From an optimization exercise on the open Yosys and OpenROAD flow, aimed at small area, a short achievable clock period and few clock cycles; shortcuts taken in it are not production practice.
In this exercise RTL edits were held to simulation tests only and were not proved equivalent to the original.
Power is estimated from default activity; no workload was simulated.

`design/flow/flow/run.sh`:
```
#!/bin/bash
# The standard layout (standard.sh, the standard flow's own ORFS flow) with two changes:
# - the ports are buffered with sky130_fd_sc_hd__buf_4 instead of the cell
#   buffer_ports picks by itself (a clkdlybuf4s50_1 delay cell); every port
#   still gets its buffer and timing repair may resize it afterwards;
# - clock tree synthesis adds no dummy loads (same clustering settings as
#   config.mk's CTS_CLUSTER_SIZE / CTS_CLUSTER_DIAMETER).
set -euo pipefail
export BUFFER_PORTS_ARGS="-buffer_cell sky130_fd_sc_hd__buf_4"
export CTS_ARGS="-sink_clustering_enable -repair_clock_nets -sink_clustering_size 26 -sink_clustering_max_diameter 85 -dont_use_dummy_load"
bash standard.sh finish > standard.log 2>&1
```
`design/flow/standard.sh`:
```
#!/bin/bash
# synth_recipe.tcl (not shown) runs the flow's synth.tcl, then flattens the netlist and writes it again
# the make line also repeats each setting of config.mk as NAME=value (left out here)
make -C /OpenROAD-flow-scripts/flow DESIGN_CONFIG=/design/flow/config.mk WORK_HOME=/design/flow/orfs CLKGATE_MAP_FILE= SYNTH_SCRIPT=/design/flow/synth_recipe.tcl "${@:-finish}"
```
`design/flow/config.mk`:
```
export PLATFORM = sky130hd
export DESIGN_NAME = link_rx
export DESIGN_NICKNAME = link_rx
export VERILOG_FILES = /design/flow/design.v
export SDC_FILE = /design/flow/constraint.sdc
export NUM_CORES = 4
export LEC_CHECK = 0
export ABC_CLOCK_PERIOD_IN_PS = 2300
export CAP_MARGIN = 20
export CORE_MARGIN = 2
export CORE_UTILIZATION = 55
export CTS_CLUSTER_DIAMETER = 85
export CTS_CLUSTER_SIZE = 26
export PLACE_DENSITY = 0.7
export SETUP_SLACK_MARGIN = 5.0
export SLEW_MARGIN = 20
export TNS_END_PERCENT = 100
```
`design/flow/constraint.sdc`:
```
create_clock -name core_clock -period 7.5 [get_ports {clk}]
set_input_delay 1.5000 -clock core_clock [delete_from_list [all_inputs] [get_ports {clk}]]
set_output_delay 1.5000 -clock core_clock [all_outputs]
set_load 0.01 [all_outputs]
```
`design/flow/design.v`:
```
module link_rx (
    input  wire        clk,
    input  wire        rst,
    input  wire        in_valid,
    output wire        in_ready,
    input  wire [7:0]  in_data,
    input  wire        cmd_valid,
    output wire        cmd_ready,
    input  wire [7:0]  cmd_op,
    input  wire [7:0]  cmd_id,
    input  wire [31:0] cmd_region,
    input  wire [7:0]  cmd_size,
    output reg         rsp_valid,
    output reg         rsp_bool,
    output wire [7:0]  rsp_val,
    output wire        mem_valid,
    input  wire        mem_ready,
    output wire [31:0] mem_addr,
    output wire [7:0]  mem_data
);
    localparam [7:0] MAGIC0      = 8'h55;
    localparam [7:0] MAGIC1      = 8'hAA;
    localparam [7:0] MAX_PAYLOAD = 8'd57;
    localparam [7:0] MAX_ITEM    = 8'd56;
    localparam [7:0] OP_BIND  = 8'h01;
    localparam [7:0] OP_ISRX  = 8'h05;
    localparam [7:0] OP_CLRX  = 8'h06;
    localparam [7:0] OP_TAKE  = 8'h07;
    localparam [7:0] OP_TAKEP = 8'h08;
    localparam [2:0] R_IDLE = 3'd0;    
    localparam [2:0] R_AA   = 3'd1;    
    localparam [2:0] R_ID   = 3'd2;    
    localparam [2:0] R_LS   = 3'd3;    
    localparam [2:0] R_LEN  = 3'd4;    
    localparam [2:0] R_PAY  = 3'd5;    
    localparam [2:0] R_CLO  = 3'd6;    
    localparam [2:0] R_CHI  = 3'd7;    
    localparam [2:0] D_IDLE = 3'd0;    
    localparam [2:0] D_TYPE = 3'd1;    
    localparam [2:0] D_CHK  = 3'd2;    
    localparam [2:0] D_DATA = 3'd3;    
    localparam [2:0] C_LOOK = 3'd4;    
    localparam [2:0] C_ACT  = 3'd5;    
    localparam [2:0] C_SCAN = 3'd6;    
    localparam [2:0] C_SCN2 = 3'd7;    
    reg [7:0]  slot_used;
    reg [7:0]  slot_recv;
    reg [7:0]  slot_id     [0:7];
    reg [31:0] slot_region [0:7];
    reg [5:0]  slot_size   [0:7];
    localparam [5:0] LAST = 6'd61;     
    reg [7:0]  buf_e [0:30];
    reg [7:0]  buf_o [0:30];
    reg [5:0]  wr_ptr;          
    reg [5:0]  cm_ptr;          
    reg [5:0]  rd_ptr;          
    reg [5:0]  rp1;             
    reg        in_ready_q;
    reg        bv;              
    reg [7:0]  bd;
    reg        bd_55, bd_aa, bd_len_ok, bd_zero;    
    reg [2:0]  rs;
    reg [5:0]  rcnt;            
    reg [15:0] crc;
    reg        crc_lo_ok;       
    reg [7:0]  pend_serial;
    reg [7:0]  last_serial;
    assign in_ready = in_ready_q;
    assign rsp_val  = last_serial;
    wire take = in_valid && in_ready_q;
    reg [15:0] crc_next;
    integer    i;
    always @* begin
        crc_next = ((rs == R_LEN) ? 16'h0000 : crc) ^ {8'h00, bd};
        for (i = 0; i < 8; i = i + 1)
            crc_next = crc_next[0] ? ((crc_next >> 1) ^ 16'h8408) : (crc_next >> 1);
    end
    wire len_ok   = bd_len_ok;
    wire wr_adv   = bv && ((rs == R_LEN && len_ok) || rs == R_PAY);
    wire crc_ok   = crc_lo_ok && (bd == crc[15:8]);
    wire commit   = bv && (rs == R_CHI) && crc_ok;
    wire [5:0] cm_ptr_next = commit ? wr_ptr : cm_ptr;
    wire [5:0] occupancy   = (wr_ptr >= rd_ptr) ? wr_ptr - rd_ptr : wr_ptr + 6'd62 - rd_ptr;
    always @(posedge clk) begin
        bd        <= in_data;
        bd_55     <= (in_data == MAGIC0);
        bd_aa     <= (in_data == MAGIC1);
        bd_len_ok <= (in_data <= MAX_PAYLOAD);
        bd_zero   <= (in_data == 8'd0);
        if (wr_ptr[0]) buf_o[wr_ptr[5:1]] <= bd;
        else           buf_e[wr_ptr[5:1]] <= bd;
        if (bv && rs == R_ID)
            pend_serial <= bd;
        if (bv && (rs == R_LEN || rs == R_PAY))
            crc <= crc_next;
        if (bv && rs == R_LEN)
            rcnt <= bd[5:0];
        else if (bv && rs == R_PAY)
            rcnt <= rcnt - 6'd1;
        if (bv && rs == R_CLO)
            crc_lo_ok <= (bd == crc[7:0]);
    end
    always @(posedge clk) begin
        if (rst) begin
            bv          <= 1'b0;
            in_ready_q  <= 1'b1;
            rs          <= R_IDLE;
            wr_ptr      <= 6'd0;
            cm_ptr      <= 6'd0;
            last_serial <= 8'd0;
        end else begin
            bv         <= take;
            in_ready_q <= (occupancy <= 6'd58);
            if (wr_adv)
                wr_ptr <= (wr_ptr == LAST) ? 6'd0 : wr_ptr + 6'd1;
            if (bv) begin
                case (rs)
                    R_IDLE: if (bd_55) rs <= R_AA;
                    R_AA: begin
                        if (bd_aa)       rs <= R_ID;
                        else if (!bd_55) rs <= R_IDLE;
                    end
                    R_ID:  rs <= R_LS;
                    R_LS:  rs <= R_LEN;
                    R_LEN: begin
                        if (!len_ok)
                            rs <= R_IDLE;             
                        else if (bd_zero)
                            rs <= R_CLO;
                        else
                            rs <= R_PAY;
                    end
                    R_PAY: if (rcnt == 6'd1) rs <= R_CLO;
                    R_CLO: rs <= R_CHI;
                    default: begin                   
                        rs <= R_IDLE;
                        if (crc_ok) begin
                            cm_ptr      <= wr_ptr;
                            last_serial <= pend_serial;
                        end else begin
                            wr_ptr      <= cm_ptr;
                        end
                    end
                endcase
            end
        end
    end
    reg        cmd_ready_q;
    reg        cmd_pend;        
    reg        nr_pend;         
    reg        c_bind, c_clr, c_takep, c_size_ok;
    reg [7:0]  c_id;
    reg [31:0] c_region;
    reg [5:0]  c_size;
    reg [5:0]  c_ptr;           
    assign cmd_ready = cmd_ready_q;
    wire cmd_take = cmd_valid && cmd_ready_q;
    wire op_reg   = (cmd_op == OP_BIND) || (cmd_op == OP_ISRX) || (cmd_op == OP_CLRX) ||
                    (cmd_op == OP_TAKE) || (cmd_op == OP_TAKEP);
    always @(posedge clk) begin
        if (cmd_take) begin
            c_bind    <= (cmd_op == OP_BIND);
            c_clr     <= (cmd_op == OP_CLRX) || (cmd_op == OP_TAKE);
            c_takep   <= (cmd_op == OP_TAKEP);
            c_id      <= cmd_id;
            c_region  <= cmd_region;
            c_size    <= cmd_size[5:0];
            c_size_ok <= (cmd_size <= MAX_ITEM);
            c_ptr     <= cm_ptr_next;
        end
    end
    reg [2:0]  ds;
    reg [7:0]  hd;              
    reg [5:0]  fend;            
    reg [5:0]  prem;            
    reg [5:0]  dleft;           
    reg [7:0]  sel;             
    reg        hit;             
    reg        chk_stop;        
    reg        hd_stale;        
    reg        size_zero;       
    reg        size_one;        
    reg        do_bind, do_unbind, do_clr;
    reg        scan_eq_lo, scan_eq_hi;
    reg        mem_valid_q;
    reg [31:0] mem_addr_q;
    reg [7:0]  mem_data_q;
    assign mem_valid = mem_valid_q;
    assign mem_addr  = mem_addr_q;
    assign mem_data  = mem_data_q;
    wire ofree = !mem_valid_q || mem_ready;
    reg  [7:0]  match, lt_rem, is_zero, is_one;
    reg  [31:0] sel_region;
    reg  [5:0]  sel_size;
    integer    j;
    always @* begin
        sel_region = 32'd0;
        sel_size   = 6'd0;
        for (j = 0; j < 8; j = j + 1) begin
            match[j]   = slot_used[j] && (slot_id[j] == hd);
            lt_rem[j]  = (slot_size[j] < prem);
            is_zero[j] = (slot_size[j] == 6'd0);
            is_one[j]  = (slot_size[j] == 6'd1);
            if (sel[j]) begin
                sel_region = sel_region | slot_region[j];
                sel_size   = sel_size   | slot_size[j];
            end
        end
    end
    wire sel_recv = |(sel & slot_recv);
    wire sel_used = |(sel & slot_used);
    reg [7:0] free_oh;
    integer   k;
    always @* begin
        free_oh = 8'd0;
        for (k = 7; k >= 0; k = k - 1)
            if (!slot_used[k]) free_oh = 8'd1 << k;
    end
    wire cmd_go      = cmd_pend && (rd_ptr == c_ptr);
    wire frame_go    = (rd_ptr != cm_ptr);
    wire stop        = chk_stop;
    wire region_zero = (c_region == 32'd0);
    wire bind_ok     = c_size_ok &&
                       !((&c_region[31:6]) && ({1'b0, c_region[5:0]} + {1'b0, c_size} > 7'd64));
    wire scan_eq     = scan_eq_lo && scan_eq_hi;
    wire [7:0] tgt   = hit ? sel : free_oh;
    wire issue_first = (ds == D_CHK) && !stop && !size_zero && ofree;
    wire issue_more  = (ds == D_DATA) && ofree;
    wire issue       = issue_first || issue_more;
    wire jump = chk_stop;
    wire adv  = ((ds == D_IDLE) && !cmd_go && frame_go && !hd_stale) || (ds == D_TYPE) || issue;
    wire [4:0] e_addr = rp1[5:1];
    wire [4:0] o_addr = rd_ptr[5:1];
    wire       odd    = rd_ptr[0] ^ adv;
    wire [6:0] fend_sum = {1'b0, rp1} + {1'b0, hd[5:0]};
    wire [7:0] e_data = buf_e[e_addr];
    wire [7:0] o_data = buf_o[o_addr];
    wire       load_cid = (ds == D_IDLE) && cmd_go && !c_takep;
    wire last_first = (sel_size == 6'd1);
    wire last_more  = (dleft == 6'd1);
    always @(posedge clk) begin
        if (load_cid)
            hd <= c_id;
        else
            hd <= odd ? o_data : e_data;
        if (ds == D_IDLE) begin
            prem <= hd[5:0];
            fend <= fend_sum[6:0] > {1'b0, LAST} ? fend_sum[5:0] - 6'd62 : fend_sum[5:0];
        end else if (ds == D_TYPE || issue) begin
            prem <= prem - 6'd1;
        end
        if (ds == D_TYPE || ds == C_LOOK) begin
            sel <= match;
            hit <= |match;
        end else if (ds == D_IDLE) begin
            sel <= 8'd1;
        end else if (ds == C_SCN2) begin
            sel <= sel << 1;
        end
        if (ds == D_TYPE) begin
            size_zero <= |(match & is_zero);
            size_one  <= |(match & is_one);
        end
        if (ds == C_LOOK) begin
            do_bind   <= c_bind && !region_zero && bind_ok && ((|match) || (|free_oh));
            do_unbind <= c_bind && region_zero && (|match);
            do_clr    <= c_clr && (|match);
        end
        scan_eq_lo <= sel_used && (sel_region[15:0] == c_region[15:0]);
        scan_eq_hi <= (sel_region[31:16] == c_region[31:16]);
        if (issue_first)
            dleft <= sel_size - 6'd1;
        else if (issue_more)
            dleft <= dleft - 6'd1;
        if (issue) begin
            mem_addr_q <= issue_first ? sel_region : mem_addr_q + 32'd1;
            mem_data_q <= hd;
        end
        if (ds == C_ACT && do_bind)
            for (j = 0; j < 8; j = j + 1)
                if (tgt[j]) begin
                    slot_id[j]     <= c_id;
                    slot_region[j] <= c_region;
                    slot_size[j]   <= c_size;
                end
        rsp_bool <= ((ds == C_SCN2) ? scan_eq : hit) && sel_recv;
    end
    always @(posedge clk) begin
        if (rst) begin
            ds          <= D_IDLE;
            rd_ptr      <= 6'd0;
            rp1         <= 6'd1;
            hd_stale    <= 1'b0;
            mem_valid_q <= 1'b0;
            slot_used   <= 8'd0;
            slot_recv   <= 8'd0;
            cmd_ready_q <= 1'b1;
            cmd_pend    <= 1'b0;
            nr_pend     <= 1'b0;
            rsp_valid   <= 1'b0;
            chk_stop    <= 1'b0;
        end else begin
            rsp_valid <= 1'b0;
            chk_stop  <= (ds == D_TYPE) && !((|match) && (|(match & lt_rem)));
            if (issue)
                mem_valid_q <= 1'b1;
            else if (mem_ready)
                mem_valid_q <= 1'b0;
            hd_stale <= jump;
            if (jump) begin
                rd_ptr <= fend;
                rp1    <= (fend == LAST) ? 6'd0 : fend + 6'd1;
            end else if (adv) begin
                rd_ptr <= rp1;
                rp1    <= (rp1 == LAST) ? 6'd0 : rp1 + 6'd1;
            end
            nr_pend <= cmd_take && !op_reg && (ds == C_ACT);
            if (nr_pend || (cmd_take && !op_reg && (ds != C_ACT)))
                rsp_valid <= 1'b1;
            if (cmd_take && op_reg) begin
                cmd_pend    <= 1'b1;
                cmd_ready_q <= 1'b0;
            end
            case (ds)
                D_IDLE: begin
                    if (cmd_go)
                        ds <= c_takep ? C_SCAN : C_LOOK;
                    else if (frame_go && !hd_stale && hd[5:0] != 6'd0)
                        ds <= D_TYPE;
                end
                D_TYPE: ds <= D_CHK;
                D_CHK: begin
                    if (stop) begin
                        ds <= D_IDLE;                       
                    end else if (size_zero) begin
                        slot_recv <= slot_recv | sel;
                        ds        <= (prem == 6'd0) ? D_IDLE : D_TYPE;
                    end else if (ofree) begin
                        if (size_one) begin
                            slot_recv <= slot_recv | sel;
                            ds        <= (prem == 6'd1) ? D_IDLE : D_TYPE;
                        end else begin
                            ds        <= D_DATA;
                        end
                    end
                end
                D_DATA: begin
                    if (ofree && last_more) begin
                        slot_recv <= slot_recv | sel;
                        ds        <= (prem == 6'd1) ? D_IDLE : D_TYPE;
                    end
                end
                C_LOOK: begin
                    cmd_ready_q <= 1'b1;        
                    ds          <= C_ACT;
                end
                C_ACT: begin
                    cmd_pend  <= cmd_take && op_reg;
                    rsp_valid <= 1'b1;
                    ds        <= D_IDLE;
                    if (do_bind)
                        slot_used <= slot_used | tgt;
                    if (do_unbind)
                        slot_used <= slot_used & ~sel;
                    if (do_bind)
                        slot_recv <= slot_recv & ~tgt;
                    if (do_unbind || do_clr)
                        slot_recv <= slot_recv & ~sel;
                end
                C_SCAN: ds <= C_SCN2;
                default: begin                 
                    if (scan_eq || sel[7]) begin
                        cmd_pend    <= 1'b0;
                        cmd_ready_q <= 1'b1;
                        rsp_valid   <= 1'b1;
                        ds          <= D_IDLE;
                        if (scan_eq)
                            slot_recv <= slot_recv & ~sel;
                    end else begin
                        ds <= C_SCAN;
                    end
                end
            endcase
        end
    end
endmodule
```
==> results of run 1 <==
## cells in the final DEF (no fill, tap or decap), types with 76 or more instances in the layout
cell	instances
edfxtp_1	1023
buf_4	185
a22oi_1	177
nor2_1	170
nand2_1	165
xnor2_1	147
o21ai_0	110
mux2i_1	90
mux4_2	90
a21oi_1	87
ha_1	76
## per-layer routing
layer	share of wire (%)	vias up	global-route usage [%]
met2	49	1229	43.8
met3	7.3	226	3.11
met4	3.7	0	9.30
met5	0	-	0
met1	40	14000	35.2
li1	-	12300	-
## power by group through the flow
stage / combinational [mW] / sequential (mW) / clock, mW
floorplan: 3.20 / 7.39 / 0
global placement: 3.90 / 7.82 / 0
detailed placement: 3.99 / 7.83 / 0
CTS: 4.50 / 7.57 / 3.03
global route: 5.22 / 7.57 / 3.22
finish: 4.86 / 7.54 / 2.99
## synth_stat cells, drive strengths merged, types with 73 or more instances
cell	number	area share, %
dfxtp	96	4.1
mux2i	90	1.9
clkbuf	98	0.79
nand4	74	0.99
edfxtp	1023	66
xnor2	149	2.8
o21ai	121	1.3
nor2	188	1.5
ha	82	2.2
mux4	90	4.3
a21oi	93	0.99
xor2	73	1.4
nand2	169	1.4
a22oi	177	2.8
## logic make-up after synthesis
family / after synthesis
AND/OR/NAND/NOR: 695
adder cells (fa/ha/maj): 86
XOR/XNOR: 222
flip-flops: 1119
multiplexers: 201
buffers and inverters: 219
AO/OA/AOI/OAI: 550
## path summary, 6_finish.rpt
check,to,slack (ns),depth (start not counted)
worst max-delay path,mem_addr[1],4.72,1
worst min-delay path,rsp_valid,0.48,2
worst max register to register,in_ready_q,4.97,10
worst min register to register,rsp_valid,0.48,2
## registers in the layout, summed over array words and instances (netlist names), 16 cells and up, named ones only
name,cells
slot_region,256
buf_e,248
buf_o,248
slot_id,64
slot_size,48
c_region,32
mem_addr_q,32
crc,16
## per-stage QoR
stage | std cells | hold slack, ns
after global placement | 4238 | 0.452
after detailed placement | 4238 | 0.468
after floorplan | 3092 | 0.403
after CTS | 4374 | 0.479
final | 4418 | 0.476
after global routing | 4417 | 0.522
## final cells by class
cell class / instances / area share, %
sequential: 1119 / 62.9
antenna: 1 / 0.00481
multi-input combinational: 1758 / 26.4
clock buffer: 51 / 2.45
tap: 1144 / 2.75
timing repair buffer: 271 / 4.91
inverter: 68 / 0.541
timing repair inverter: 6 / 0.0721
## timing repair
action,4_1_cts,5_1_grt
pin swaps,14,12
gates cloned,7,5
buffers inserted,78,38
setup endpoints to repair,600,347
gates resized for setup,142,60
==> results.toml, run 1 <==
[grt]
grt_pass1_wl_um = 169000
grt_usage_pct = 26.0
antenna_found_initial = 0
grt_max_degree = 74
grt_overflow = 0
grt_pass1_vias = 27200

[critical_path]
cp-start-kind = "register"
cp_slowest_cell = "edfxtp_1"
worstPathMaxFanout = 2
r2r-start = "rd_ptr[0]"
crit_start = "mem_addr_q[1]"
worstPathRequired_ns = 6.00
worstPathBufferInverterCount = 1
critPathTopFamily = "flip-flops"
cp.arrival_ns = 1.28
path_cells = "buf_6"
slowest_delay_ns = 0.48
critical_path_class = "register to output port"
cp-end-kind = "output port"

[route]
dr.pass1.iters = 7
drt_wl_total_um = 116000
wl_per_cell_um = 26.2
viasPerCell = 6.28
dr_total_vias = 27700
drt_iter0_drc = 3095
drcViolationCount = 0
ant_nets = 0

[cts]
clock-sinks = 1119
cts_tree = "built"
hold_buffers = 0
cts_root_buf = "clkbuf_16"
clockBufferDepth = 3
htreeDepth = 2
numCtsBuffers = 51
clkTransAtPathRegs_ns = 0.10
insertion_delay_ns = 0.65

[floorplanning]
ioPinCount = 122
start_util_pct = 55.2
die_x_um = 296
die_h_um = 296
die_area_um2 = 87500
core_area_um2 = 84700
rows = 107

[sta]
setup_ws_ns = 4.72
grt_setup_unrepaired = "true"
maxSlewViolCount = 0
finalSetupViolCount = 0
relSlewSlack_pct = 28.5
period_needed_ns = 2.78
worst_slew_pin_slew_ns = 1.06
max_clock_freq_mhz = 359
finalSetupTns_ns = 0
hold_violations = 0
finalClockSkew_ns = 0.0551
period_share_pct = 37.1

[power_and_ir_drop]
p_leak_nw = 16.5
powerDensity_nw_per_um2 = 296
intPower_mw = 10.5
p_total_mw = 15.4
clkPwrFrac_pct = 19.4
power.switching_mw = 4.94
swShare_pct = 32.1
peakVddDrop_uv = 316
p_comb_share_pct = 31.6
power_frac_seq_pct = 49.0

[synth]
netlist_area_um2 = 46800
synth_top_family_by_area = "compound AO/OA/AOI/OAI gates"
syn_area_per_cell_um2 = 15.1
synth.net_count = 3247
synth-xor-area-share_pct = 4.19
synth_warnings = 4
synth_flop_cell = "edfxtp_1"
synthArstFlopShare_pct = 0
synth_fa_ha_area_share_pct = 2.36
ys_seq_area_share_pct = 69.7
synth_edf_count = 1023
syn-instance-count = 3092
synthMuxAreaShare_pct = 6.77
ys_seq_elements = 1119
synthSimpleGateAreaFrac_pct = 7.30
synth_cell_types = 78
synth_compound_area_share_pct = 7.77

[layout]
area_delta_synth_final_pct = 11.2
final_nets = 3430
multi_input_area_um2 = 13700
drive_gt1_share_pct = 17.6
fill_cells = 6170
fin_util_pct = 61.5
regArea_um2 = 32800
fin_area_um2 = 52100

[placement]
dp_hpwl_um = 69700
place_area_um2 = 49000
dp_slack_ns = 3.79
port_buffers = 121
gp_congestion = 0.954

[min_path]
holdCritStartpoint = "nr_pend"
hold_class = "register to register"

[status]
status = "no timing/DRC/antenna violations"

[run]
maxCapViolCount = 0
Testbench counts, summed over its fixed seeds: cycles 33,236.
==> run 2, diff against run 1 <==
==> design/flow/config.mk (replaced) <==
export PLATFORM = sky130hd
export DESIGN_NAME = link_rx
export DESIGN_NICKNAME = link_rx
export VERILOG_FILES = /design/flow/design.v
export SDC_FILE = /design/flow/constraint.sdc
export NUM_CORES = 4
export LEC_CHECK = 0
export ABC_CLOCK_PERIOD_IN_PS = 2800
export CAP_MARGIN = 20
export CORE_MARGIN = 2
export CORE_UTILIZATION = 62
export CTS_CLUSTER_DIAMETER = 85
export CTS_CLUSTER_SIZE = 26
export PLACE_DENSITY = 0.75
export SETUP_SLACK_MARGIN = 4.7
export SLEW_MARGIN = 20
export TNS_END_PERCENT = 100
==> run 2 against run 1 <==
Net effect: area after synthesis did not move; highest routed layer is now met5; cell count is 5.6% lower; synthesized cell count is the same; non-clock buffer count shrank 64; global-route usage up 2.3 points; sequential power hardly changed; count of clock-buffer cells in the layout is 1 lower; routed wire length decreased by 4.2%.
==> results.toml, run 2 <==
[status]
status = "no timing/DRC/antenna violations"

[sta]
max_clock_freq_mhz = 362
finalClockSkew_ns = 0.0485
finalSetupTns_ns = 0
worst_slew_pin_slew_ns = 1.04
grt_setup_unrepaired = "true"
period_needed_ns = 2.76
period_share_pct = 36.8
relSlewSlack_pct = 30.5
finalSetupViolCount = 0
hold_violations = 0
maxSlewViolCount = 0

[cts]
numCtsBuffers = 50
clkTransAtPathRegs_ns = 0.10
hold_buffers = 0
cts_root_buf = "clkbuf_16"
cts_tree = "built"
insertion_delay_ns = 0.63
clock-sinks = 1119
clockBufferDepth = 3
htreeDepth = 2

[floorplanning]
die_x_um = 279
ioPinCount = 122
die_area_um2 = 77700
start_util_pct = 62.8
core_area_um2 = 74600
die_h_um = 279
rows = 100

[synth]
synth_cell_types = 78
synth_edf_count = 1023
netlist_area_um2 = 46800
synth_area_leaders = "edfxtp_1, mux4_2, dfxtp_1, a22oi_1, xnor2_1"
yosysMostFrequentCell = "edfxtp_1"
synth.net_count = 3247
synth_warnings = 4
synthArstFlopShare_pct = 0
ys_seq_area_share_pct = 69.7
synth_flop_cell = "edfxtp_1"
syn-instance-count = 3092
synthTopCellsByCount = "edfxtp_1, nor2_1, a22oi_1"
syn_area_per_cell_um2 = 15.1
ys_seq_elements = 1119
synth_top_area_share_pct = 65.6
yosysTopAreaCell = "edfxtp_1"

[critical_path]
cp-start-kind = "register"
worstPathRequired_ns = 6.00
cp.arrival_ns = 1.26
path_cells = "buf_4"
slowest_delay_ns = 0.45
cp_slowest_cell = "edfxtp_1"
cp-end-kind = "output port"
critical_path_class = "register to output port"
critPathTopFamily = "flip-flops"
worstPathMaxFanout = 3
worstPathBufferInverterCount = 1
r2r_setup_slack_ns = 4.81

[placement]
port_buffers = 121
place_area_um2 = 48700
dp_hpwl_um = 68900
gp_congestion = 0.953

[grt]
grt_pass1_wl_um = 165000
antenna_found_initial = 1
grt_usage_pct = 28.3
grt_max_degree = 75
grt_overflow = 0
grt_pass1_vias = 27000

[layout]
largest_register_ffs = 256
mostFrequentLayoutCells = "edfxtp_1, buf_4, nor2_1, a22oi_1, nand2_1"
fin_area_um2 = 50600
layout_commonest_cell = "edfxtp_1"
fill_cells = 4924
top_register = "slot_region"
antennaDiodeCount = 0
area_delta_synth_final_pct = 8.11
drive_gt1_share_pct = 14.0
final_nets = 3358

[power_and_ir_drop]
swShare_pct = 31.9
power.switching_mw = 4.75
power_frac_seq_pct = 50.9
clkPwrFrac_pct = 19.8
intPower_mw = 10.1
p_leak_nw = 16.0
powerDensity_nw_per_um2 = 294
p_comb_share_pct = 29.3
peakVddDrop_uv = 217

[route]
dr.pass1.iters = 6
wl_per_cell_um = 26.6
viasPerCell = 6.61
drt_iter0_drc = 3005
ant_nets = 0
drt_wl_total_um = 111000
dr_total_vias = 27600
drcViolationCount = 0

[run]
maxCapViolCount = 0

[min_path]
hold_class = "register to register"
run 2: worst paths after layout:
| kind | startpoint | endpoint | cells after the start |
|---|---|---|---|
| worst max register to register | wr_ptr[3] | in_ready_q | 10 |
| worst max-delay path | mem_addr_q[20] | mem_addr[20] | 1 |
| worst min register to register | nr_pend | rsp_valid | 2 |
| worst min-delay path | nr_pend | rsp_valid | 2 |
run 2: timing repair:
item | 4_1_cts | 5_1_grt
cloned | 3 | 1
setup endpoints to repair | 496 | 283
pin swaps | 7 | 1
setup buffers | 31 | 17
gates resized for setup | 32 | 25
run 2: layout make-up:
cell class                 count  area (µm²)  share of cell area, %
clock buffer                  50        1250                   2.47
inverter                      68         267                  0.527
multi-input combinational   1755       13500                   26.7
sequential                  1119       32700                   64.6
tap                          969        1210                   2.40
timing repair buffer         207        1670                   3.30
timing repair inverter         2        15.0                 0.0297
run 2: per-stage QoR:
step | cells | worst slack, ns | util (%) | power [mW] | hold slack (ns)
after CTS | 4151 | 4.68 | 67.5 | 14.7 | 0.486
after detailed placement | 4067 | 3.88 | 65.3 | 11.8 | 0.463
after global routing | 4170 | 4.68 | 67.9 | 15.5 | 0.526
after floorplan | 3092 | 4.50 | - | 10.6 | 0.403
after global placement | 4067 | 3.98 | 65.3 | 11.7 | 0.463
final | 4170 | 4.74 | 67.9 | 14.9 | 0.487
run 2: per-layer routing:
| layer | vias up | part of all wire, % | routed length (µm) | track usage [%] |
|---|---|---|---|---|
| met1 | 13800 | 40 | 44200 | 39.5 |
| met5 | - | 0.0099 | 11 | 0 |
| met3 | 200 | 8.1 | 9020 | 3.77 |
| met4 | 2 | 3.7 | 4070 | 10.4 |
| li1 | 12100 | - | - | - |
| met2 | 1407 | 48 | 53500 | 46.3 |
run 2: logic make-up (layout without fill, tap and decap cells):
kind of cell / count (synthesis) / in the layout / share of synthesized area, %
compound gates: 550 / 550 / 7.77
xor+xnor: 222 / 222 / 4.19
fa+ha+maj: 86 / 86 / 2.36
buf+inv: 219 / 327 / 1.89
flops: 1119 / 1119 / 69.7
mux: 201 / 201 / 6.77
simple gates: 695 / 696 / 7.30
run 2: power groups by stage:
stage	clock (mW)	combinational (mW)	sequential, mW
after global placement	0	3.93	7.74
final	2.95	4.36	7.57
after floorplan	0	3.18	7.39
after CTS	2.98	4.17	7.58
after detailed placement	0	4.03	7.75
after global routing	3.18	4.72	7.61
==> run 3, diff against run 2 <==
--- a/design/flow/config.mk
+++ b/design/flow/config.mk
@@ -12,5 +12,5 @@
 export CTS_CLUSTER_DIAMETER = 85
 export CTS_CLUSTER_SIZE = 26
-export PLACE_DENSITY = 0.75
+export PLACE_DENSITY = 0.78
 export SETUP_SLACK_MARGIN = 4.7
 export SLEW_MARGIN = 20
==> run 3 against run 2 <==
Net effect: flip-flop and latch count did not move; routed wire length down 0.43%; sequential power is essentially flat; synthesized cell count unchanged; still clean; cell area about the same; first-iteration DRC count is 4.2% higher; largest power group unchanged.
==> results.toml, run 3 <==
[route]
drt_iter0_drc = 3130
viasPerCell = 6.62
dr.pass1.iters = 7
drt_wl_total_um = 110000
ant_nets = 0
dr_total_vias = 27600
wl_per_cell_um = 26.5
drcViolationCount = 0

[floorplanning]
start_util_pct = 62.8
rows = 100
ioPinCount = 122
core_area_um2 = 74600
die_h_um = 279
die_area_um2 = 77700
die_x_um = 279

[min_path]
hold_class = "register to register"

[critical_path]
worstPathMaxFanout = 4
worstPathRequired_ns = 6.00
r2r_end = "hd[6]"
crit_start = "mem_addr_q[11]"
cp-start-kind = "register"
cp-end-kind = "output port"
path_cells = "buf_6"
reg2regPathDepth = 6
cp.arrival_ns = 1.28
cp.depth = 1
critical_path_class = "register to output port"
slowest_delay_ns = 0.47
r2r_setup_slack_ns = 4.73
cp_slowest_cell = "edfxtp_1"
worstPathBufferInverterCount = 1
critPathTopFamily = "flip-flops"
crit_path_end = "mem_addr[11]"

[grt]
antenna_found_initial = 0
grt_overflow = 0
grt_pass1_vias = 27300
grt_pass1_wl_um = 165000
grt_max_degree = 76
grt_usage_pct = 28.2

[placement]
port_buffers = 121
dp_hpwl_um = 68500
gp_congestion = 0.961

[synth]
ys_seq_elements = 1119
syn_area_per_cell_um2 = 15.1
yosysTopAreaCell = "edfxtp_1"
syn-instance-count = 3092
synthArstFlopShare_pct = 0
synth_cell_types = 78
synth_warnings = 4
synth_flop_cell = "edfxtp_1"
yosysMostFrequentCell = "edfxtp_1"
netlist_area_um2 = 46800
synth.net_count = 3247
synth_edf_count = 1023
synth_top_area_share_pct = 65.6
synth_area_leaders = "edfxtp_1, mux4_2, dfxtp_1, a22oi_1, xnor2_1"
ys_seq_area_share_pct = 69.7
synthTopCellsByCount = "edfxtp_1, nor2_1, a22oi_1"

[sta]
max_clock_freq_mhz = 359
hold_violations = 0
relSlewSlack_pct = 27.2
finalClockSkew_ns = 0.0571
finalSetupViolCount = 0
grt_setup_unrepaired = "true"
maxSlewViolCount = 0
finalSetupTns_ns = 0
holdWs_ns = 0.488
worst_slew_pin_slew_ns = 1.09
period_share_pct = 37.1
period_needed_ns = 2.78

[layout]
area_delta_synth_final_pct = 8.14
final_nets = 3360
mostFrequentLayoutCells = "edfxtp_1, buf_4, nor2_1, a22oi_1, nand2_1"
fill_cells = 4925
layout_commonest_cell = "edfxtp_1"
top_register = "slot_region"
largest_register_ffs = 256
antennaDiodeCount = 0
drive_gt1_share_pct = 14.0

[power_and_ir_drop]
peakVddDrop_uv = 230
powerDensity_nw_per_um2 = 294
p_leak_nw = 16.0

[cts]
cts_tree = "built"
clockBufferDepth = 3
clock-sinks = 1119
clkTransAtPathRegs_ns = 0.09
numCtsBuffers = 50
htreeDepth = 2
insertion_delay_ns = 0.65
cts_root_buf = "clkbuf_16"

[status]
status = "no timing/DRC/antenna violations"

[run]
maxCapViolCount = 0
-- run 3: cell counts after synthesis --
Identical to the previous run, type by type.
-- run 3: layer usage --
metal / vias up / global-route usage [%] / wire length (µm) / part of all wire, %
li1: 12100 / - / - / -
met1: 13800 / 37.7 / 42500 / 38
met5: - / 0 / 0 / 0
met4: 0 / 9.99 / 3960 / 3.6
met3: 223 / 4.20 / 9490 / 8.6
met2: 1470 / 47.7 / 54500 / 49
-- run 3: power breakdown --
group	total, mW	internal [mW]	switching (mW)
combinational	4.37	1.88	2.49
sequential	7.58	7.08	0.501
clock	2.96	1.19	1.76
-- run 3: worst reg2reg max path: stages (launching register included) --
cell	delay [ns]
dfxtp_2	0.33
buf_4	0.72
o21ai_0	0.50
mux4_2	0.55
mux2_2	0.32
mux2i_1	0.15
o21ai_1	0.07
-- run 3: what timing repair did --
| action | in CTS | in global routing |
|---|---|---|
| gates cloned | 3 | 1 |
| resized for setup | 39 | 26 |
| pin swaps | 5 | 2 |
| setup buffers | 33 | 19 |
| setup endpoints to repair | 501 | 154 |
| hold buffers | 0 | 0 |
-- run 3: how the worst min path moves through the flow --
stage / from / end / depth (start not counted)
after floorplan: hd[6] / mem_data_q[6] / 0
after global placement: pend_serial[3] / last_serial[3] / 2
after detailed placement: nr_pend / rsp_valid / 2
after CTS: nr_pend / rsp_valid / 2
after global routing: nr_pend / rsp_valid / 2
final: pend_serial[2] / last_serial[2] / 2
-- run 3: logic make-up (layout without fill, tap and decap cells) --
logic type / after synthesis / count (layout) / synth area share (%)
DFF: 1119 / 1119 / 69.7
and+or+nand+nor: 695 / 695 / 7.30
AOI/OAI and AO/OA: 550 / 550 / 7.77
xor gates and xnor gates: 222 / 222 / 4.19
buffers and inverters: 219 / 330 / 1.89
muxes: 201 / 201 / 6.77
adders and majority gates: 86 / 86 / 2.36
-- run 3: cell type report --
class	instances	area, µm²	area share, %
multi-input combinational	1754	13500	26.6
clock buffer	50	1250	2.47
sequential	1119	32700	64.6
inverter	68	270	0.534
timing repair buffer	208	1700	3.37
tap	969	1210	2.39
timing repair inverter	4	25.0	0.0494
-- run 3: per-stage QoR --
| step | instances | worst slack [ns] | instance area [µm²] | total power [mW] | util [%] |
|---|---|---|---|---|---|
| 3_5_place_dp | 4066 | 3.82 | 48700 | 11.8 | 65.3 |
| 6_report | 4172 | 4.72 | 50600 | 14.9 | 67.9 |
| 4_1_cts | 4152 | 4.70 | 50400 | 14.8 | 67.5 |
| 2_1_floorplan | 3092 | 4.50 | 46900 | 10.6 | - |
| 3_3_place_gp | 4066 | 3.92 | 48700 | 11.7 | 65.3 |
| 5_1_grt | 4172 | 4.63 | 50600 | 15.5 | 67.9 |
==> run 4, diff against run 3 <==
--- a/design/flow/config.mk
+++ b/design/flow/config.mk
@@ -9,8 +9,8 @@
 export CAP_MARGIN = 20
 export CORE_MARGIN = 2
-export CORE_UTILIZATION = 62
+export CORE_UTILIZATION = 64
 export CTS_CLUSTER_DIAMETER = 85
 export CTS_CLUSTER_SIZE = 26
-export PLACE_DENSITY = 0.78
+export PLACE_DENSITY = 0.72
 export SETUP_SLACK_MARGIN = 4.7
 export SLEW_MARGIN = 20
==> run 4 against run 3 <==
Net effect: hold slack better by 0.0052 ns; routed wire length is 3.1% higher; synthesized cell count stayed put; clock power hardly changed; cell area is 0.17% higher; flip-flop and latch count stayed put; cell count is 0.12% higher; clock skew is 0.025 ns higher; largest cell class unchanged.
==> results.toml, run 4 <==
[synth]
synth_top_area_share_pct = 65.6
synthTopCellsByCount = "edfxtp_1, nor2_1, a22oi_1"
synth_flop_cell = "edfxtp_1"
syn_area_per_cell_um2 = 15.1
synth.net_count = 3247
synth_warnings = 4
yosysMostFrequentCell = "edfxtp_1"
netlist_area_um2 = 46800
syn-instance-count = 3092
synth_area_leaders = "edfxtp_1, mux4_2, dfxtp_1, a22oi_1, xnor2_1"
synth_edf_count = 1023
ys_seq_area_share_pct = 69.7
synth_cell_types = 78
synthArstFlopShare_pct = 0
yosysTopAreaCell = "edfxtp_1"
ys_seq_elements = 1119

[cts]
hold_buffers = 0
htreeDepth = 2
insertion_delay_ns = 0.65
clkTransAtPathRegs_ns = 0.10
cts_tree = "built"
clock-sinks = 1119
clockBufferDepth = 3
cts_root_buf = "clkbuf_16"
numCtsBuffers = 51

[sta]
finalSetupTns_ns = 0
holdWs_ns = 0.493
period_share_pct = 37.2
relSlewSlack_pct = 25.9
max_clock_freq_mhz = 358
finalClockSkew_ns = 0.0823
maxSlewViolCount = 0
finalSetupViolCount = 0
hold_violations = 0
grt_setup_unrepaired = "true"
period_needed_ns = 2.79
worst_slew_pin_slew_ns = 1.10

[critical_path]
slowest_delay_ns = 0.55
cp_slowest_cell = "edfxtp_1"
critical_path_class = "register to register"
worstPathMaxFanout = 7
cp.arrival_ns = 3.30
cp-end-kind = "register"
critPathTopFamily = "compound AO/OA/AOI/OAI gates"
path_common_cell = "inv_1"
worstPathBufferInverterCount = 2
cp-start-kind = "register"
path_cells = "ha_1 -> inv_1 -> fa_1 -> inv_1 -> a2111oi_1 -> o2111ai_1 -> o311ai_0 -> o211a_1"
worstPathRequired_ns = 8.01

[grt]
grt_max_degree = 76
antenna_found_initial = 0
grt_overflow = 0
grt_usage_pct = 30.2
grt_pass1_vias = 27000
grt_pass1_wl_um = 168000

[layout]
largest_register_ffs = 256
area_delta_synth_final_pct = 8.32
fill_cells = 4770
top_register = "slot_region"
layout_commonest_cell = "edfxtp_1"
mostFrequentLayoutCells = "edfxtp_1, buf_4, nor2_1, a22oi_1, nand2_1"
final_nets = 3375
antennaDiodeCount = 0
drive_gt1_share_pct = 14.4
fin_area_um2 = 50700

[route]
dr_total_vias = 27600
viasPerCell = 6.61
drcViolationCount = 0
dr.pass1.iters = 8
ant_nets = 0
wl_per_cell_um = 27.2
drt_wl_total_um = 114000
drt_iter0_drc = 3187

[placement]
port_buffers = 121
place_area_um2 = 48700
dp_hpwl_um = 71000
gp_congestion = 0.944

[power_and_ir_drop]
powerDensity_nw_per_um2 = 295
p_leak_nw = 16.1
peakVddDrop_uv = 661

[floorplanning]
ioPinCount = 122
die_area_um2 = 75300
rows = 99
die_x_um = 274
core_area_um2 = 72700
die_h_um = 274
start_util_pct = 64.4

[min_path]
hold_class = "register to register"

[status]
status = "no timing/DRC/antenna violations"

[run]
maxCapViolCount = 0
[run 4: cell count changes in the layout (fill, tap and decap cells not counted), moves of 2 or more]
cell	delta
buf_4	+16
buf_6	+3
buf_8	-2
dfxtp_2	-2
dfxtp_4	+2
[run 4: per-layer routing]
| layer | track usage [%] | share of wire (%) | vias to the layer above |
|---|---|---|---|
| met1 | 42.5 | 40 | 13900 |
| met3 | 3.84 | 7.9 | 222 |
| met2 | 49.0 | 48 | 1313 |
| met4 | 11.2 | 4.0 | 0 |
| li1 | - | - | 12200 |
| met5 | 0 | 0 | - |
[run 4: worst paths after layout]
kind,start,to,slack [ns],depth (start not counted)
worst max-delay path,c_size[0],do_bind,4.71,8
worst min-delay path,nr_pend,rsp_valid,0.49,2
worst max register to register,c_size[0],do_bind,4.71,8
worst min register to register,nr_pend,rsp_valid,0.49,2
[run 4: cell type report]
| cell class | count | area, µm² | area share (%) |
|---|---|---|---|
| clock buffer | 51 | 1280 | 2.52 |
| inverter | 68 | 270 | 0.533 |
| multi-input combinational | 1755 | 13500 | 26.6 |
| sequential | 1119 | 32700 | 64.5 |
| tap | 959 | 1200 | 2.37 |
| timing repair buffer | 223 | 1790 | 3.52 |
| timing repair inverter | 2 | 12.5 | 0.0247 |
[run 4: repair_timing]
item | 4_1_cts | 5_1_grt
setup endpoints to repair | 497 | 290
gates cloned | 2 | 1
gates resized for setup | 39 | 20
hold endpoints to repair | 0 | 0
pin swaps | 7 | 3
setup buffers | 40 | 24
[run 4: cells by family after synthesis]
family / after synthesis / synth area share, %
buf+inv: 219 / 1.89
fa+ha+maj: 86 / 2.36
mux: 201 / 6.77
compound gates: 550 / 7.77
simple gates: 695 / 7.30
xor+xnor: 222 / 4.19
flops: 1119 / 69.7
[run 4: metrics by stage]
| step | power (mW) | setup slack [ns] | cells | util (%) |
|---|---|---|---|---|
| 6_report | 15.0 | 4.71 | 4177 | 69.8 |
| 5_1_grt | 15.6 | 4.65 | 4177 | 69.8 |
| 3_5_place_dp | 11.8 | 3.79 | 4059 | 67.0 |
| 4_1_cts | 14.8 | 4.70 | 4152 | 69.4 |
| 3_3_place_gp | 11.7 | 3.96 | 4059 | 67.0 |
| 2_1_floorplan | 10.6 | 4.50 | 3092 | - |
[run 4: worst min-delay path: cells and delay by family, from the launching register on]
family / cells / cell delay (ns)
DFF: 1 / 0.33
and+or+nand+nor: 2 / 0.13
[run 4: power by group]
group | switching, mW | leakage [nW] | internal [mW]
clock | 1.77 | 0.628 | 1.22
sequential | 0.459 | 10.1 | 7.08
combinational | 2.56 | 5.37 | 1.88
==> run 5, diff against run 4 <==
==> design/flow/config.mk (replaced) <==
export PLATFORM = sky130hd
export DESIGN_NAME = link_rx
export DESIGN_NICKNAME = link_rx
export VERILOG_FILES = /design/flow/design.v
export SDC_FILE = /design/flow/constraint.sdc
export NUM_CORES = 4
export LEC_CHECK = 0
export ABC_CLOCK_PERIOD_IN_PS = 2600
export CAP_MARGIN = 20
export CORE_MARGIN = 2
export CORE_UTILIZATION = 62
export CTS_CLUSTER_DIAMETER = 85
export CTS_CLUSTER_SIZE = 26
export PLACE_DENSITY = 0.75
export SETUP_SLACK_MARGIN = 4.75
export SLEW_MARGIN = 20
export TNS_END_PERCENT = 100
==> run 5 against run 4 <==
Net effect: still clean on timing, DRC and antenna; combinational power is 2% lower; first-iteration DRC count is 1.3% higher; maximum frequency is 1.5% higher; critical path depth is 7 lower; clock skew is 0.012 ns lower; cell area hardly changed; count of clock-buffer cells in the layout is 1 lower; critical path type is now register to output port; critical endpoint is now mem_addr[28]; largest cell class unchanged.
==> results.toml, run 5 <==
[route]
drt_wl_total_um = 111000
ant_nets = 0
dr_total_vias = 27500
dr.pass1.iters = 6
viasPerCell = 6.59
wl_per_cell_um = 26.6
drcViolationCount = 0
drt_iter0_drc = 3230

[run]
maxCapViolCount = 0

[critical_path]
r2r-start = "c_region[21]"
critPathTopFamily = "flip-flops"
slowest_delay_ns = 0.46
cp-end-kind = "output port"
r2r_end = "do_bind"
cp.depth = 1
worstPathMaxFanout = 2
crit_path_end = "mem_addr[28]"
worstPathRequired_ns = 6.00
worstPathBufferInverterCount = 1
critical_path_class = "register to output port"
r2r_setup_slack_ns = 4.78
cp.arrival_ns = 1.25
crit_start = "mem_addr_q[28]"
cp-start-kind = "register"
reg2regPathDepth = 5
path_cells = "buf_6"
cp_slowest_cell = "edfxtp_1"

[synth]
synth_fa_ha_area_share_pct = 2.36
synthArstFlopShare_pct = 0
synth_top_family_by_area = "compound AO/OA/AOI/OAI gates"
synth_cell_types = 78
synth_warnings = 4
synth_top_area_share_pct = 65.6
ys_seq_area_share_pct = 69.7
netlist_area_um2 = 46800
synth_area_leaders = "edfxtp_1, mux4_2, dfxtp_1, a22oi_1, xnor2_1"
synth_compound_area_share_pct = 7.77
syn_area_per_cell_um2 = 15.1
ys_seq_elements = 1119
syn-instance-count = 3092
synthSimpleGateAreaFrac_pct = 7.30
synthMuxAreaShare_pct = 6.77
yosysTopAreaCell = "edfxtp_1"
synth_flop_cell = "edfxtp_1"
synth.net_count = 3247
synth_edf_count = 1023
synth-xor-area-share_pct = 4.19
yosysMostFrequentCell = "edfxtp_1"
synthTopCellsByCount = "edfxtp_1, nor2_1, a22oi_1"

[layout]
antennaDiodeCount = 0
layout_commonest_cell = "edfxtp_1"
area_delta_synth_final_pct = 8.36
layoutNonFillerInstCount = 4176
final_nets = 3364
drive_gt1_share_pct = 14.3
mostFrequentLayoutCells = "edfxtp_1, buf_4, nor2_1, a22oi_1, nand2_1"
top_register = "slot_region"
fin_util_pct = 68.0
largest_register_ffs = 256

[placement]
gp_congestion = 0.968
dp_hpwl_um = 69900
dp_cells = 4067
port_buffers = 121

[cts]
clock-sinks = 1119
cts_tree = "built"
htreeDepth = 2
numCtsBuffers = 50
clkTransAtPathRegs_ns = 0.10
cts_root_buf = "clkbuf_16"
insertion_delay_ns = 0.64
clockBufferDepth = 3

[sta]
finalSetupTns_ns = 0
finalSetupViolCount = 0
hold_violations = 0
grt_setup_unrepaired = "true"
period_share_pct = 36.7
max_clock_freq_mhz = 363
maxSlewViolCount = 0
period_needed_ns = 2.75
relSlewSlack_pct = 30.4
holdWs_ns = 0.495
worst_slew_pin_slew_ns = 1.04
finalClockSkew_ns = 0.0701

[grt]
grt_overflow = 0
grt_pass1_vias = 27200
grt_pass1_wl_um = 167000
grt_max_degree = 76
antenna_found_initial = 0
grt_usage_pct = 28.5

[power_and_ir_drop]
peakVddDrop_uv = 213
powerDensity_nw_per_um2 = 293
p_leak_nw = 16.0

[floorplanning]
core_area_um2 = 74600
die_area_um2 = 77700
rows = 100
die_x_um = 279
start_util_pct = 62.8
ioPinCount = 122
die_h_um = 279

[min_path]
holdCritStartpoint = "pend_serial[3]"
hold_class = "register to register"

[status]
status = "no timing/DRC/antenna violations"
[run 5: layout make-up]
cell class	count	area (µm²)
Tap cell	969	1210
Inverter	68	267
Multi-Input combinational cell	1755	13500
Fill cell	5017	23800
Timing Repair inverter	3	20.0
Clock buffer	50	1250
Sequential cell	1119	32700
Timing Repair Buffer	212	1760
[run 5: how the worst min path moves through the flow]
stage,depth (start not counted),to
finish,2,last_serial[3]
global route,2,last_serial[3]
CTS,2,rsp_valid
detailed placement,2,rsp_valid
global placement,2,rsp_valid
floorplan,0,mem_data_q[6]
[run 5: layer usage]
layer / part of all wire (%) / vias to the layer above / GRT usage, %
met5: 0 / - / 0
met4: 3.8 / 0 / 10.6
met2: 49 / 1414 / 48.2
li1: - / 12200 / -
met3: 7.7 / 231 / 3.37
met1: 39 / 13700 / 38.7
[run 5: kinds of logic (layout without fill, tap and decap cells)]
group	after synthesis	after routing
adders and majority gates	86	86
DFF	1119	1119
and+or+nand+nor	695	696
AOI/OAI and AO/OA	550	550
xor gates and xnor gates	222	222
buffers and inverters	219	333
muxes	201	201
[run 5: per-stage QoR]
| step | instance area, µm² | total power [mW] | worst slack (ns) |
|---|---|---|---|
| after global placement | 48700 | 11.7 | 4.00 |
| after CTS | 50500 | 14.8 | 4.71 |
| final | 50700 | 14.9 | 4.75 |
| after detailed placement | 48700 | 11.8 | 3.87 |
| after global routing | 50700 | 15.5 | 4.71 |
| after floorplan | 46900 | 10.6 | 4.50 |
[run 5: what timing repair did]
action | CTS | global route
hold buffers | 0 | 0
endpoints found under the setup margin | 520 | 174
gates resized for setup | 56 | 23
pin swaps | 7 | 2
gates cloned | 4 | 1
setup buffers | 42 | 11
[run 5: report_power, final]
group | switching (mW) | leakage (nW) | total, mW | internal, mW
Clock | 1.75 | 0.616 | 2.94 | 1.19
Combinational | 2.47 | 5.34 | 4.34 | 1.87
Sequential | 0.525 | 10.1 | 7.60 | 7.08
==> run 6, diff against run 5 <==
--- a/design/flow/design.v
+++ b/design/flow/design.v
@@ -233,5 +233,5 @@
     wire [4:0] o_addr = rd_ptr[5:1];
     wire       odd    = rd_ptr[0] ^ adv;
-    wire [6:0] fend_sum = {1'b0, rp1} + {1'b0, hd[5:0]};
+    wire [6:0] fend_sum = {1'b0, rd_ptr} + {1'b0, prem};
     wire [7:0] e_data = buf_e[e_addr];
     wire [7:0] o_data = buf_o[o_addr];
@@ -246,5 +246,4 @@
         if (ds == D_IDLE) begin
             prem <= hd[5:0];
-            fend <= fend_sum[6:0] > {1'b0, LAST} ? fend_sum[5:0] - 6'd62 : fend_sum[5:0];
         end else if (ds == D_TYPE || issue) begin
             prem <= prem - 6'd1;
@@ -259,4 +258,5 @@
         end
         if (ds == D_TYPE) begin
+            fend      <= fend_sum[6:0] > {1'b0, LAST} ? fend_sum[5:0] - 6'd62 : fend_sum[5:0];
             size_zero <= |(match & is_zero);
             size_one  <= |(match & is_one);
--- a/design/flow/config.mk
+++ b/design/flow/config.mk
@@ -6,5 +6,5 @@
 export NUM_CORES = 4
 export LEC_CHECK = 0
-export ABC_CLOCK_PERIOD_IN_PS = 2600
+export ABC_CLOCK_PERIOD_IN_PS = 2500
 export CAP_MARGIN = 20
 export CORE_MARGIN = 2
@@ -13,5 +13,5 @@
 export CTS_CLUSTER_SIZE = 26
 export PLACE_DENSITY = 0.75
-export SETUP_SLACK_MARGIN = 4.75
+export SETUP_SLACK_MARGIN = 4.9
 export SLEW_MARGIN = 20
 export TNS_END_PERCENT = 100
==> run 6 against run 5 <==
Net effect: still clean; utilization is 1.1 points higher; count of clock-buffer cells in the layout up 1; die area barely moved; routed wire length increased by 3.1%; clock skew increased by 0.0059 ns; area after synthesis is essentially flat; setup slack got worse by 0.031 ns; critical path type unchanged; critical endpoint is now mem_addr[24].
==> results.toml, run 6 <==
[status]
status = "no timing/DRC/antenna violations"

[floorplanning]
die_area_um2 = 77700
die_x_um = 279
rows = 100
start_util_pct = 62.7
core_area_um2 = 74600
ioPinCount = 122
die_h_um = 279

[power_and_ir_drop]
clkPwrFrac_pct = 20.4
power_frac_seq_pct = 50.8
powerDensity_nw_per_um2 = 285
peakVddDrop_uv = 252
p_comb_share_pct = 28.8
swShare_pct = 31.0
power.switching_mw = 4.56
p_leak_nw = 16.5
intPower_mw = 10.1

[sta]
finalClockSkew_ns = 0.0760
finalSetupTns_ns = 0
grt_setup_unrepaired = "true"
period_needed_ns = 2.78
holdWs_ns = 0.479
max_clock_freq_mhz = 359
finalSetupViolCount = 0
worst_slew_pin_slew_ns = 1.00
maxSlewViolCount = 0
relSlewSlack_pct = 33.0
period_share_pct = 37.1
hold_violations = 0

[layout]
antennaDiodeCount = 0
area_delta_synth_final_pct = 10.2
layout_commonest_cell = "edfxtp_1"
mostFrequentLayoutCells = "edfxtp_1, nor2_1, buf_4, a22oi_1, nand2_1"
drive_gt1_share_pct = 17.9
top_register = "slot_region"
final_nets = 3338
largest_register_ffs = 256

[synth]
synthTopCellsByCount = "edfxtp_1, nor2_1, a22oi_1"
synth_top_area_share_pct = 65.7
syn_area_per_cell_um2 = 15.5
syn-instance-count = 3015
synthArstFlopShare_pct = 0
yosysTopAreaCell = "edfxtp_1"
synth_flop_cell = "edfxtp_1"
ys_seq_area_share_pct = 69.8
yosysMostFrequentCell = "edfxtp_1"
synth_area_leaders = "edfxtp_1, mux4_2, dfxtp_1, a22oi_1, xnor2_1"
ys_seq_elements = 1119
synth_cell_types = 74
netlist_area_um2 = 46800
synth_warnings = 4
synth.net_count = 3170
synth_edf_count = 1023

[critical_path]
reg2regPathDepth = 9
r2r_setup_slack_ns = 4.85
cp-end-kind = "output port"
slowest_delay_ns = 0.47
cp_slowest_cell = "edfxtp_1"
crit_start = "mem_addr_q[24]"
worstPathMaxFanout = 2
worstPathBufferInverterCount = 1
cp-start-kind = "register"
r2r_end = "fend[2]"
r2r-start = "prem[1]"
path_cells = "buf_6"
crit_path_end = "mem_addr[24]"
critPathTopFamily = "flip-flops"
critical_path_class = "register to output port"
worstPathRequired_ns = 6.00
cp.arrival_ns = 1.28
cp.depth = 1

[route]
ant_nets = 0
met3_wirelength_um = 10200
drt_iter0_drc = 3341
routed.top_layer = "met5"
dr.pass1.iters = 8
routed-wl-met2_um = 56100
wl_met1_um = 44400
drcViolationCount = 0
viasPerCell = 6.70
dr_total_vias = 27800
drt_wl_total_um = 115000
wl_per_cell_um = 27.7

[cts]
hold_buffers = 0
clock-sinks = 1119
htreeDepth = 2
clockBufferDepth = 3
clkTransAtPathRegs_ns = 0.10
cts_tree = "built"
cts_root_buf = "clkbuf_16"
numCtsBuffers = 51
insertion_delay_ns = 0.65

[placement]
dp_hpwl_um = 70000
gp_congestion = 0.950
port_buffers = 121

[min_path]
hold_class = "register to register"

[grt]
grt_pass1_wl_um = 171000
grt_max_degree = 73
grt_overflow = 0
grt_usage_pct = 29.3
grt_pass1_vias = 27400
antenna_found_initial = 2

[run]
maxCapViolCount = 0
## run 6: metal layers
metal / vias up / track usage [%]
met3: 224 / 4.95
met1: 14100 / 40.3
li1: 12000 / -
met4: 4 / 9.66
met2: 1482 / 48.2
met5: - / 0
## run 6: final cells by class
cell class	instances	area (µm²)
Clock buffer	51	1280
Timing Repair Buffer	258	2350
Inverter	71	282
Sequential cell	1119	32700
Timing Repair inverter	3	22.5
Fill cell	4858	23000
Tap cell	969	1210
Multi-Input combinational cell	1679	13600
## run 6: metrics by stage
step	instance area [µm²]	instances	setup slack, ns	utilization, %	total power [mW]
detailed placement	48700	3996	3.95	65.3	11.3
finish	51500	4150	4.72	69.1	14.7
global placement	48700	3995	4.04	65.3	11.2
CTS	50900	4101	4.69	68.2	14.4
global route	51500	4150	4.71	69.1	15.3
floorplan	46900	3015	4.56	-	10.2
## run 6: worst register-to-register path: cells and delay by family, from the launching register on
kind | cells | cell delay, ns
flops | 1 | 0.53
simple gates | 2 | 0.25
fa+ha+maj | 1 | 0.43
mux | 1 | 0.31
compound gates | 3 | 0.59
xor+xnor | 1 | 0.15
buf+inv | 1 | 0.18
## run 6: how the worst min path moves through the flow
stage	from	cells after the start	endpoint
finish	in_ready_q	2	bv
global route	in_ready_q	2	bv
CTS	in_ready_q	2	bv
detailed placement	in_ready_q	2	bv
global placement	in_ready_q	2	bv
floorplan	hd[6]	0	mem_data_q[6]
## run 6: logic make-up after synthesis
| logic type | count (synthesis) | share of synthesized area [%] |
|---|---|---|
| AND/OR/NAND/NOR | 650 | 6.89 |
| adder cells (fa/ha/maj) | 86 | 2.36 |
| buffers and inverters | 219 | 1.93 |
| AO/OA/AOI/OAI | 508 | 7.28 |
| XOR/XNOR | 223 | 4.18 |
| multiplexers | 210 | 7.59 |
| flip-flops | 1119 | 69.8 |
## run 6: repair_timing
item,4_1_cts,5_1_grt
endpoints found under the setup margin,528,544
pin swaps,7,19
resized for setup,132,69
gates cloned,5,2
buffers inserted,49,47
## run 6: power by group through the flow
stage	clock network (mW)	registers, mW	logic, mW
detailed placement	0	7.60	3.68
CTS	3.02	7.45	3.89
global route	3.22	7.50	4.54
global placement	0	7.59	3.60
floorplan	0	7.34	2.83
finish	3.00	7.47	4.23
Testbench counts of run 6, summed over its fixed seeds: cycles 33,236.
==> run 7, diff against run 6 <==
--- a/design/flow/config.mk
+++ b/design/flow/config.mk
@@ -6,5 +6,5 @@
 export NUM_CORES = 4
 export LEC_CHECK = 0
-export ABC_CLOCK_PERIOD_IN_PS = 2500
+export ABC_CLOCK_PERIOD_IN_PS = 2800
 export CAP_MARGIN = 20
 export CORE_MARGIN = 2
@@ -13,5 +13,5 @@
 export CTS_CLUSTER_SIZE = 26
 export PLACE_DENSITY = 0.75
-export SETUP_SLACK_MARGIN = 4.9
+export SETUP_SLACK_MARGIN = 4.7
 export SLEW_MARGIN = 20
 export TNS_END_PERCENT = 100
==> run 7 against run 6 <==
Net effect: flip-flop and latch count did not move; still clean on timing, DRC and antenna; non-clock buffer count fell by 55; utilization fell by 1.3 points; combinational power fell by 8.3%.
==> results.toml, run 7 <==
[grt]
antenna_found_initial = 2
grt_pass1_vias = 26900
grt_pass1_wl_um = 169000
grt_usage_pct = 29.1
grt_max_degree = 73
grt_overflow = 0

[floorplanning]
die_area_um2 = 77700
core_area_um2 = 74600
die_h_um = 279
die_x_um = 279
rows = 100
ioPinCount = 122
start_util_pct = 62.7

[critical_path]
worstPathBufferInverterCount = 1
critPathTopFamily = "flip-flops"
r2r-start = "c_region[22]"
crit_start = "mem_data_q[7]"
cp_slowest_cell = "edfxtp_1"
path_cells = "buf_6"
slowest_delay_ns = 0.54
worstPathRequired_ns = 6.00
cp.arrival_ns = 1.37
cp-end-kind = "output port"
critical_path_class = "register to output port"
worstPathMaxFanout = 1
cp-start-kind = "register"

[route]
ant_nets = 0
drcViolationCount = 0
drt_wl_total_um = 112000
routed-wl-met2_um = 55100
routed.top_layer = "met5"
dr.pass1.iters = 7
dr_total_vias = 27300
viasPerCell = 6.66
wl_per_cell_um = 27.4
wl_met1_um = 43700
drt_iter0_drc = 3076
met3_wirelength_um = 9640

[synth]
synth_warnings = 4
synthTopCellsByCount = "edfxtp_1, nor2_1, a22oi_1"
synth.net_count = 3170
syn-instance-count = 3015
synth_fa_ha_area_share_pct = 2.36
synth_cell_types = 74
synth_flop_cell = "edfxtp_1"
synth_top_family_by_area = "multiplexers"
synth_compound_area_share_pct = 7.28
synth-xor-area-share_pct = 4.18
ys_seq_elements = 1119
synthArstFlopShare_pct = 0
ys_seq_area_share_pct = 69.8
yosysTopAreaCell = "edfxtp_1"
synthSimpleGateAreaFrac_pct = 6.89
synth_edf_count = 1023
syn_area_per_cell_um2 = 15.5
synth_area_leaders = "edfxtp_1, mux4_2, dfxtp_1, a22oi_1, xnor2_1"
synthMuxAreaShare_pct = 7.59
netlist_area_um2 = 46800
synth_top_area_share_pct = 65.7
yosysMostFrequentCell = "edfxtp_1"

[cts]
insertion_delay_ns = 0.66
numCtsBuffers = 51
cts_root_buf = "clkbuf_16"
htreeDepth = 2
cts_tree = "built"
clkTransAtPathRegs_ns = 0.10
clockBufferDepth = 3
clock-sinks = 1119

[sta]
period_needed_ns = 2.87
period_share_pct = 38.3
hold_violations = 0
finalSetupTns_ns = 0
max_clock_freq_mhz = 348
grt_setup_unrepaired = "true"
holdWs_ns = 0.446
finalSetupViolCount = 0
finalClockSkew_ns = 0.0667
maxSlewViolCount = 0
worst_slew_pin_slew_ns = 1.06
relSlewSlack_pct = 29.5

[layout]
final_nets = 3280
fin_util_pct = 67.8
area_delta_synth_final_pct = 8.10
top_register = "slot_region"
drive_gt1_share_pct = 14.8
fin_area_um2 = 50600
mostFrequentLayoutCells = "edfxtp_1, nor2_1, buf_4, a22oi_1, nand2_1"
antennaDiodeCount = 0
layout_commonest_cell = "edfxtp_1"
largest_register_ffs = 256

[min_path]
holdCritStartpoint = "in_ready_q"
hold_class = "register to register"

[placement]
place_area_um2 = 48600
gp_congestion = 0.951
port_buffers = 121
dp_hpwl_um = 69200

[run]
maxCapViolCount = 0

[status]
status = "no timing/DRC/antenna violations"

[power_and_ir_drop]
peakVddDrop_uv = 228
powerDensity_nw_per_um2 = 285
p_leak_nw = 16.1
==> run 7: what timing repair did <==
item | CTS | global route
hold buffers | 0 | 0
endpoints found under the setup margin | 495 | 315
setup buffers | 34 | 16
gates resized for setup | 37 | 29
cloned | 2 | 0
pin swaps | 1 | 1
==> run 7: through the flow <==
step	cells	power [mW]	setup WS [ns]
final	4092	14.4	4.63
after global routing	4092	15.0	4.56
after CTS	4076	14.3	4.64
after detailed placement	3989	11.3	3.88
after global placement	3989	11.2	3.99
after floorplan	3015	10.2	4.56
==> run 7: final cells by class <==
type                       instances  area [µm²]
sequential                      1119       32700
fill                            4972       24000
multi-input combinational       1677       13400
timing repair buffer             203        1690
clock buffer                      51        1280
tap                              969        1210
inverter                          71         278
timing repair inverter             2        12.5
==> run 7: kinds of logic (layout without fill, tap and decap cells) <==
kind of cell,count (synthesis),in the layout
AO/OA/AOI/OAI,508,508
XOR/XNOR,223,223
adder cells (fa/ha/maj),86,86
buffers and inverters,219,327
flip-flops,1119,1119
multiplexers,210,210
AND/OR/NAND/NOR,650,650
==> run 7: layer usage <==
metal | GRT usage [%] | vias to the layer above
li1 | - | 11900
met1 | 40.3 | 13900
met2 | 48.4 | 1322
met3 | 4.33 | 194
met4 | 8.74 | 4
met5 | 0 | -
==> run 7: worst paths after layout <==
check                                    to  slack, ns  cells after the start
worst max-delay path            mem_data[7]       4.63                      1
worst min-delay path                     bv       0.45                      2
worst max register to register      do_bind       4.69                      5
worst min register to register           bv       0.45                      2
==> run 7: report_power, final <==
group	internal (mW)	total, mW	switching (mW)
sequential	7.05	7.52	0.473
combinational	1.66	3.88	2.21
clock	1.22	3.01	1.79

## separate check: timing with driven ports
How much do the figures lean on ideal ports? The routed layouts below were timed once more, with nothing changed but the port constraints. Step 1 (the two cells are an assumption about what drives the block):
set clk [get_ports {clk}]
set_driving_cell -lib_cell sky130_fd_sc_hd__clkbuf_16 $clk
set_driving_cell -lib_cell sky130_fd_sc_hd__buf_2 [delete_from_list [all_inputs] $clk]
Step 2 also shifts input and output timing later by t, the mid clock arrival at the registers, as if the neighbouring blocks saw the same clock. a / b / c = ideal ports / drivers / drivers and shift; a / b = the first two.
run	shift t [ns]	setup WS [ns]	latest minus earliest clock arrival (ns)	slew at the worst register clock pin (ns)	worst data-port slew with drivers (ns)
run 1	0.682	4.715 / 4.651 / 4.337	0.062 / 0.061	0.11 / 0.11	0.05
run 2	0.684	4.740 / 4.674 / 4.243	0.069 / 0.070	0.11 / 0.11	0.05
run 3	0.685	4.718 / 4.656 / 4.263	0.065 / 0.065	0.11 / 0.11	0.05
run 4	0.684	4.706 / 4.652 / 4.264	0.088 / 0.088	0.11 / 0.11	0.05
run 5	0.677	4.748 / 4.678 / 4.248	0.072 / 0.071	0.10 / 0.10	0.05
run 6	0.679	4.717 / 4.651 / 4.310	0.079 / 0.079	0.10 / 0.10	0.13
run 7	0.696	4.627 / 4.555 / 4.076	0.068 / 0.068	0.10 / 0.10	0.13
After both steps every run listed still meets setup and hold. The setup slack of run 7, which loses most, moves by -0.072 ns with the drivers and by -0.551 ns with both steps.
